This design comes from an exercise in tuning for small area on the open sky130 flow, not from production work.
RTL that was checked went through simulation tests only; none was proved equivalent to the original.
Power figures rest on the tool's default switching activity, not on a simulated workload.

v10:
// ulpdac_rb
module ulpdac_rb (
    input  wire        clk,
    input  wire        rst,
    input  wire        h_valid,
    input  wire [2:0]  h_op,
    input  wire [15:0] h_addr,
    input  wire [31:0] h_wdata,
    output reg         h_rvalid,
    output reg  [31:0] h_rdata,
    output reg         im_re,
    output reg  [10:0] im_addr,
    input  wire [31:0] im_rdata,
    output reg         hm_re,
    output reg         hm_we,
    output reg  [10:0] hm_addr,
    output reg  [31:0] hm_wdata,
    input  wire [31:0] hm_rdata,
    output reg  [7:0]  dac_out,
    output reg         dac_strobe
);
    reg  [15:0] x0, x1, x2, x3;
    reg  [15:0] pc;
    reg         run;
    reg  [2:0]  cause;
    reg  [16:0] cnt;           
    reg         ldm;           
    reg  [1:0]  ldrd;          
    reg  [7:0]  hcell;          
    reg         stp;           
    reg  [6:0]  wcur;
    reg         herr;
    reg  [7:0]  rsp_lo;
    reg         rsp_mem, rsp_hi, rsp_len;
    function [15:0] add16;
        input [15:0] a, b;
        reg c;
        integer i;
        begin
            c = 1'b0;
            for (i = 0; i < 16; i = i + 1) begin
                add16[i] = a[i] ^ b[i] ^ c;
  ...
Size: about 140 flip-flops, about 0.0099 mm2 of cells after synthesis.
Settings: LEC_CHECK=0, CAP_MARGIN=20, CORE_MARGIN=2, CORE_UTILIZATION=40, GPL_TIMING_DRIVEN=0, PLACE_DENSITY=0.6, SLEW_MARGIN=20; clock period 12.0 ns.
standard.sh (not shown) runs the stock make flow with config.mk's settings and CLKGATE_MAP_FILE= SYNTH_SCRIPT=/design/flow/synth_recipe.tcl, a recipe that flattens the netlist after the stock synthesis.
==> flow/flow/run.sh <==
#!/bin/bash
# The standard layout (standard.sh), with these changes:
#  - synthesis maps the logic with an area-oriented ABC script (flow/abc_area.script)
#    instead of ORFS's speed script, and leaves adders to ABC (no ADDER_MAP_FILE);
#    everything else in synthesis is the standard flow's own (synth_recipe.tcl, ORFS synth.tcl);
#  - no pass-through buffers in synthesis (the port buffers take their place);
#  - the port buffers that global placement inserts are sky130_fd_sc_hd__buf_1;
#  - CTS without dummy loads, with the clock buffers listed below.
# Each tool's output is in orfs/logs/; make's output in standard.log.
set -euo pipefail
HERE=$(pwd)
awk -v a="$HERE/flow/abc_area.script" '{print} /source .*synth_preamble.tcl/ {print "set abc_args [lreplace $abc_args 1 1 " a "]"}' \
    "$FLOW_HOME/scripts/synth.tcl" > my_synth.tcl
sed "s|source \$::env(SCRIPTS_DIR)/synth.tcl|source $HERE/my_synth.tcl|" synth_recipe.tcl > my_synth_recipe.tcl
grep -q "my_synth.tcl" my_synth_recipe.tcl
sed -e "s|SYNTH_SCRIPT=[^ ]*|SYNTH_SCRIPT=$HERE/my_synth_recipe.tcl ADDER_MAP_FILE= SYNTH_INSBUF=0|" standard.sh > my_standard.sh
grep -q "my_synth_recipe.tcl ADDER_MAP_FILE= " my_standard.sh
export BUFFER_PORTS_ARGS="-buffer_cell sky130_fd_sc_hd__buf_1"
export CTS_ARGS="-sink_clustering_enable -repair_clock_nets -dont_use_dummy_load -buf_list sky130_fd_sc_hd__clkbuf_8"
bash my_standard.sh > standard.log 2>&1
==> flow/flow/abc_area.script <==
strash
dch -f
amap
strash
dch -f
amap
topo
Inputs modified between v10 and v7:
--- a/flow/design.v
+++ b/flow/design.v
@@ -104,16 +104,15 @@
                 2'd1: xsel = b;
                 2'd2: xsel = c;
                 default: xsel = d;
             endcase
         end
     endfunction
     wire [1:0]  pidx = stp ? w[23:22] : ((w[31] & w[28]) ? w[27:26] : w[21:20]);
-    wire        vz   = ldm | (~w[31] & w[30] & w[28] & (w[29] | (w[27:24] == 4'd0)));
-    wire [15:0] vs   = vz ? 16'd0 : xsel(pidx, x0, x1, x2, x3);
+    wire [15:0] vs   = xsel(pidx, x0, x1, x2, x3);
     wire h0 = |x0[15:8], h1 = |x1[15:8], h2 = |x2[15:8], h3 = |x3[15:8];
     wire g16_0 = h0 | (|x0[7:4]);
     wire g16_1 = h1 | (|x1[7:4]);
     wire g16_2 = h2 | (|x2[7:4]);
     wire g16_3 = h3 | (|x3[7:4]);
     wire g200_0 = h0 | (x0[7] & x0[6] & (|x0[5:3]));
     wire g200_1 = h1 | (x1[7] & x1[6] & (|x1[5:3]));
@@ -148,16 +147,17 @@
         for (k = 0; k < 16; k = k + 1) begin
             sh_in[k]  = left ? vs[15-k] : vs[k];
             sh_out[k] = left ? sh_r[15-k] : sh_r[k];
         end
     end
     reg [15:0] wres;
     always @(*) begin
-        if (ldm | is_movi | is_addi) wres = sum;
+        if (ldm | is_movi)         wres = w[15:0];
         else if (is_ld)            wres = {8'd0, hcell};
+        else if (is_addi)          wres = sum;
         else if (is_andi)          wres = vs & w[15:0];
         else if (sh_z)             wres = 16'd0;
         else                       wres = sh_out;
     end
     wire fetch_bad = ge16(pc, 16'd677);
     reg       fault;
     reg [2:0] fcause;
@@ -178,15 +178,16 @@
                 is_alu ? c5 : c3;
     wire bge = ge16(vs, {4'd0, w[11:0]});
     wire [16:0] pc_inc17 = inc17({7'd0, pc[9:0]});
     wire [9:0] pc_inc = pc_inc17[9:0];
     reg [15:0] pc_next;
     always @(*) begin
         if (ldm)                   pc_next = {6'd0, pc_inc};
-        else if (is_jmp | is_jmpr) pc_next = sum;
+        else if (is_jmp)           pc_next = {5'd0, w[10:0]};
+        else if (is_jmpr)          pc_next = vs;
         else if (is_bgei & bge)    pc_next = {5'd0, w[22:12]};
         else                       pc_next = {6'd0, pc_inc};
     end
     wire ahz      = ~|h_addr[15:3];
     wire h_rreg   = h_valid && h_op == 3'd0;
     wire h_wreg   = h_valid && h_op == 3'd1;
     wire h_rmem   = h_valid && h_op == 3'd2;
@@ -307,16 +308,14 @@
                 pc <= pc_next;
                 if (!ldm && is_wout)
                     dac_out <= w[7:0];
             end
         end
     end
     always @(posedge clk) begin
-        if (c0)
-            ldm  <= 1'b0;
         if (c1) begin
             ldm  <= is_ld && !ea_cur;
             ldrd <= w[23:22];
         end
     end
     wire xwe = do_end && (ldm || is_alu || is_ld);
     always @(posedge clk) begin
[summary]
Measured against v10, the detailed-route wire length of v7 comes out at 1.05 times the reference value.
Looking at total number of nets in the final design across v10 and v7, the one that comes out higher is v7.
v7 does better than v10 on static leakage.
Per the comparison of v7 with v10, sum of internal, switching and leakage power saw a decrease, total via count in the routed design saw an increase.
On v7: pin slew with the least headroom to its limit is 20 ps higher than what v10 gave.
Most common cell after layout, fill and taps aside: buf_1 -> v7, nor2_1 -> v10
Taking v10 as 1.0, v7 lands at 1.2 on cell depth of the worst flop-to-flop path.
Clock-pin slew of the registers on the worst-case setup and hold paths was higher in the run labelled v10.
v7 — global-route usage 1.6 points higher, v10 as reference
The global-route met2 utilization of v7 is higher than that of v10.
Max final design utilization across v10 and v7: v7
Taking v10 as the reference, in v7 total grt overflow stayed essentially flat, minimum setup slack among reg-to-reg paths grew by 1210 ps.
Only the layout flow was run in v7; the RTL was not checked for function there.

---

ulpdac_rb again, from the RTL that the note above started with.
export LEC_CHECK = 0
export CAP_MARGIN = 20
export CORE_MARGIN = 2
export CORE_UTILIZATION = 40
export GPL_TIMING_DRIVEN = 0
export PLACE_DENSITY = 0.6
export SLEW_MARGIN = 20
create_clock -name core_clock -period 12.0 [get_ports {clk}]
==> flow/flow/abc_area.script <==
strash
&get -n
&deepsyn -T 120
&put
dch -f
amap
strash
dch -f
amap
strash
dch -f
amap
strash
dch -f
amap
topo
Scripts as last shown in full above: flow/flow/run.sh
Edit:
--- a/flow/design.v
+++ b/flow/design.v
@@ -9,31 +9,31 @@
     output reg  [31:0] h_rdata,
     output reg         im_re,
     output reg  [10:0] im_addr,
     input  wire [31:0] im_rdata,
     output reg         hm_re,
     output reg         hm_we,
     output reg  [10:0] hm_addr,
     output reg  [31:0] hm_wdata,
     input  wire [31:0] hm_rdata,
     output reg  [7:0]  dac_out,
-    output reg         dac_strobe
+    output wire        dac_strobe
 );
     reg  [15:0] x0, x1, x2, x3;
     reg  [15:0] pc;
     reg         run;
     reg  [2:0]  cause;
     reg  [16:0] cnt;           
     reg         ldm;           
     reg  [1:0]  ldrd;          
     reg  [7:0]  hcell;          
-    reg         stp;           
+    reg         post;          
     reg  [6:0]  wcur;
     reg         herr;
     reg  [7:0]  rsp_lo;
     reg         rsp_mem, rsp_hi, rsp_len;
     function [15:0] add16;
         input [15:0] a, b;
         reg c;
         integer i;
         begin
             c = 1'b0;
@@ -100,21 +100,21 @@
         input [15:0] a, b, c, d;
         begin
             case (i)
                 2'd0: xsel = a;
                 2'd1: xsel = b;
                 2'd2: xsel = c;
                 default: xsel = d;
             endcase
         end
     endfunction
-    wire [1:0]  pidx = stp ? w[23:22] : ((w[31] & w[28]) ? w[27:26] : w[21:20]);
+    wire [1:0]  pidx = post ? w[23:22] : ((w[31] & w[28]) ? w[27:26] : w[21:20]);
     wire        vz   = ldm | (~w[31] & w[30] & w[28] & (w[29] | (w[27:24] == 4'd0)));
     wire [15:0] vs   = vz ? 16'd0 : xsel(pidx, x0, x1, x2, x3);
     wire h0 = |x0[15:8], h1 = |x1[15:8], h2 = |x2[15:8], h3 = |x3[15:8];
     wire g16_0 = h0 | (|x0[7:4]);
     wire g16_1 = h1 | (|x1[7:4]);
     wire g16_2 = h2 | (|x2[7:4]);
     wire g16_3 = h3 | (|x3[7:4]);
     wire g200_0 = h0 | (x0[7] & x0[6] & (|x0[5:3]));
     wire g200_1 = h1 | (x1[7] & x1[6] & (|x1[5:3]));
     wire g200_2 = h2 | (x2[7] & x2[6] & (|x2[5:3]));
@@ -258,44 +258,43 @@
         else                         rsp_lo <= 8'd0;
     end
     always @(*) begin
         h_rdata = {8'd0, rsp_hi ? pc : 16'd0, 8'd0} | {22'd0, rsp_len, 1'b0, rsp_lo};
         if (rsp_mem) h_rdata = hm_rdata;
     end
     always @(*) begin
         im_re   = run && ((c0 && !fetch_bad) || (c1 && !fault && is_ld && !ea_cur));
         im_addr = {1'b0, c0 ? pc[9:0] : sum[9:0]};
     end
+    assign dac_strobe = post && is_wout;
     wire act    = run && !stop;
     wire do_flt = act && c1 && fault;
     wire do_end = act && last;
     always @(posedge clk) begin
         if (rst) begin
             run        <= 1'b0;
             pc         <= 16'd0;
             cause      <= 3'd0;
             cnt        <= 17'h1FFFB;
             hcell       <= 8'd0;
-            stp        <= 1'b0;
+            post       <= 1'b0;
             wcur       <= 7'd0;
             herr       <= 1'b0;
             dac_out    <= 8'h80;
-            dac_strobe <= 1'b0;
         end else begin
-            dac_strobe <= do_end && !ldm && is_wout;
-            stp        <= do_end && !ldm && is_st;
+            post       <= do_end && !ldm;
             if (refuse)        herr <= 1'b1;
             else if (herr_clr) herr <= 1'b0;
             if (wcur_wr)       wcur <= h_wdata[6:0];
             if (push)          wcur <= (wcur == 7'd99) ? 7'd0 : wc1[6:0];
             if (cell_wr)       hcell <= h_wdata[7:0];
-            if (stp)           hcell <= vs[7:0];
+            if (post && is_st) hcell <= vs[7:0];
             if (start) begin
                 run   <= 1'b1;
                 pc    <= 16'd0;
                 cause <= 3'd0;
             end else if (stop) begin
                 run   <= 1'b0;
             end else if (do_flt) begin
                 run   <= 1'b0;
                 cause <= fcause;
             end
Result:
- The changed run completed without violations
- non-clock buffer count went up by 1
- design area drops by about 2%
- total power came out lower by 2.2%
- core utilization came out lower by 0.84 points
- wire length drops by about 3%
- global-route usage is lower by 1.3 points
- setup slack improves by 0.10 ns

---

## run A
RTL: one of the versions met above, not the one the previous note started from.
Size: ~1300 cells after synthesis, ~140 flip-flops, roughly 220 I/O pins, ~9400 um^2 of cells after synthesis.
export LEC_CHECK = 0
export CAP_MARGIN = 20
export CORE_MARGIN = 2
export CORE_UTILIZATION = 50
export GPL_TIMING_DRIVEN = 0
export PLACE_DENSITY = 0.7
export SLEW_MARGIN = 20
create_clock -name core_clock -period 12.0 [get_ports {clk}]
Scripts as last shown in full above: flow/flow/run.sh, flow/flow/abc_area.script
Run A: all stages complete, timing, DRC and antenna checks passed
For run B, these inputs were changed with respect to run A:
--- a/flow/design.v
+++ b/flow/design.v
@@ -127,25 +127,35 @@
             2'd1: rd_g200 = g200_1;
             2'd2: rd_g200 = g200_2;
             default: rd_g200 = g200_3;
         endcase
         case (w[19:18])
             2'd0: begin rt_g16 = g16_0; rt_lo = x0[3:0]; end
             2'd1: begin rt_g16 = g16_1; rt_lo = x1[3:0]; end
             2'd2: begin rt_g16 = g16_2; rt_lo = x2[3:0]; end
             default: begin rt_g16 = g16_3; rt_lo = x3[3:0]; end
         endcase
     end
-    wire [15:0] sum = add16(vs, w[15:0]);
-    wire        ea_ok = ~ge16(sum, 16'd677);
-    wire        ea_cur = sum == 16'd64;
+    reg  [15:0] sum;
+    reg  [16:0] cy;
+    integer j;
+    always @(*) begin
+        cy[0] = 1'b0;
+        for (j = 0; j < 16; j = j + 1) begin
+            sum[j]  = vs[j] ^ w[j] ^ cy[j];
+            cy[j+1] = (vs[j] & w[j]) | (cy[j] & (vs[j] ^ w[j]));
+        end
+    end
+    wire        ea_hz  = cy[11] ? (&vs[15:11]) : ~|vs[15:11];
+    wire        ea_ok  = ea_hz & ~sum[10] & ~ge16({6'd0, sum[9:0]}, 16'd677);
+    wire        ea_cur = ea_hz & (sum[10:0] == 11'd64);
     wire        left = ~w[26];     
     wire [3:0]  sh_n = w[29] ? rt_lo : w[3:0];
     wire        sh_z = w[29] ? rt_g16 : (|w[15:4]);
     reg  [15:0] sh_in, sh_out;
     wire [15:0] sh_r = sh_in >> sh_n;
     integer k;
     always @(*) begin
         for (k = 0; k < 16; k = k + 1) begin
             sh_in[k]  = left ? vs[15-k] : vs[k];
             sh_out[k] = left ? sh_r[15-k] : sh_r[k];
         end
@@ -254,23 +264,23 @@
         rsp_len <= h_mlen;
         if (h_rreg && !refuse)       rsp_lo <= reg_lo;
         else if (h_rmem && a_cursor) rsp_lo <= hcell;
         else if (h_mlen)             rsp_lo <= 8'hA5;
         else                         rsp_lo <= 8'd0;
     end
     always @(*) begin
         h_rdata = {8'd0, rsp_hi ? pc : 16'd0, 8'd0} | {22'd0, rsp_len, 1'b0, rsp_lo};
         if (rsp_mem) h_rdata = hm_rdata;
     end
     always @(*) begin
-        im_re   = run && ((c0 && !fetch_bad) || (c1 && !fault && is_ld && !ea_cur));
+        im_re   = run && ((c0 && !fetch_bad) || (c1 && is_ld && !fetch_bad && ea_ok && !ea_cur));
         im_addr = {1'b0, c0 ? pc[9:0] : sum[9:0]};
     end
     assign dac_strobe = post && is_wout;
     wire act    = run && !stop;
     wire do_flt = act && c1 && fault;
     wire do_end = act && last;
     always @(posedge clk) begin
         if (rst) begin
             run        <= 1'b0;
             pc         <= 16'd0;
             cause      <= 3'd0;
==> comparison <==
First-pass GRT wire length (run B vs. run A) increases by a few percent. Against run A, area of the mapped netlist in run B rose by a few percent. Met2 track demand over resource in global routing (run B over run A): increase, 4.5 points. Run A -> run B: synthesized cell count increased by a few percent. Post-CTS clock slew at the launch and capture registers of the worst setup and hold paths: run A vs run B — no meaningful difference. Run B vs. run A: clock latency reported for the late side of the worst-skew pair flat; signal arrival time at the worst endpoint lost 110 ps; number of vias in the routed layout has increased. The time the final worst path needs with I/O delays and setup of run B is lower than that of run A. Higher buffering overhead among run B and run A: run A.
For run B, only the layout was checked, not whether the RTL still works.

==> separate check: timing with driven ports <==
How much do the figures lean on ideal ports? The routed layouts below were timed once more, with nothing changed but the port constraints. Step 1 assumes that a clkbuf_16 drives the clock port and a buf_2 every other input. Step 2 times the ports against the registers' clock, not the clock port: input delays grow and output delays shrink by t, the midpoint of the rising clock arrivals with the driver on. Three values: ideal ports, drivers, drivers and shift; two values: the first two.
run	t, ns	slack for setup (ns)	worst setup path at the end	slew at the worst register clock pin (ns)	worst slew at a driven data input, ns
v10	0.490	0.580 / 0.550 / 0.550	input to output	0.10 / 0.10	0.06
v7	0.495	0.550 / 0.528 / 0.528	input to output	0.10 / 0.10	0.06
the first run of note 2	0.502	0.392 / 0.363 / 0.363	input to output	0.10 / 0.10	0.05
the second run of note 2	0.487	0.496 / 0.474 / 0.474	input to output	0.09 / 0.09	0.06
run A	0.504	0.432 / 0.408 / 0.408	input to output	0.09 / 0.09	0.05
run B	0.487	0.541 / 0.519 / 0.519	input to output	0.09 / 0.09	0.06
After both steps every run listed still meets setup and hold. The setup slack of v10, which loses most, moves by -0.030 ns with the drivers and by -0.030 ns with both steps.
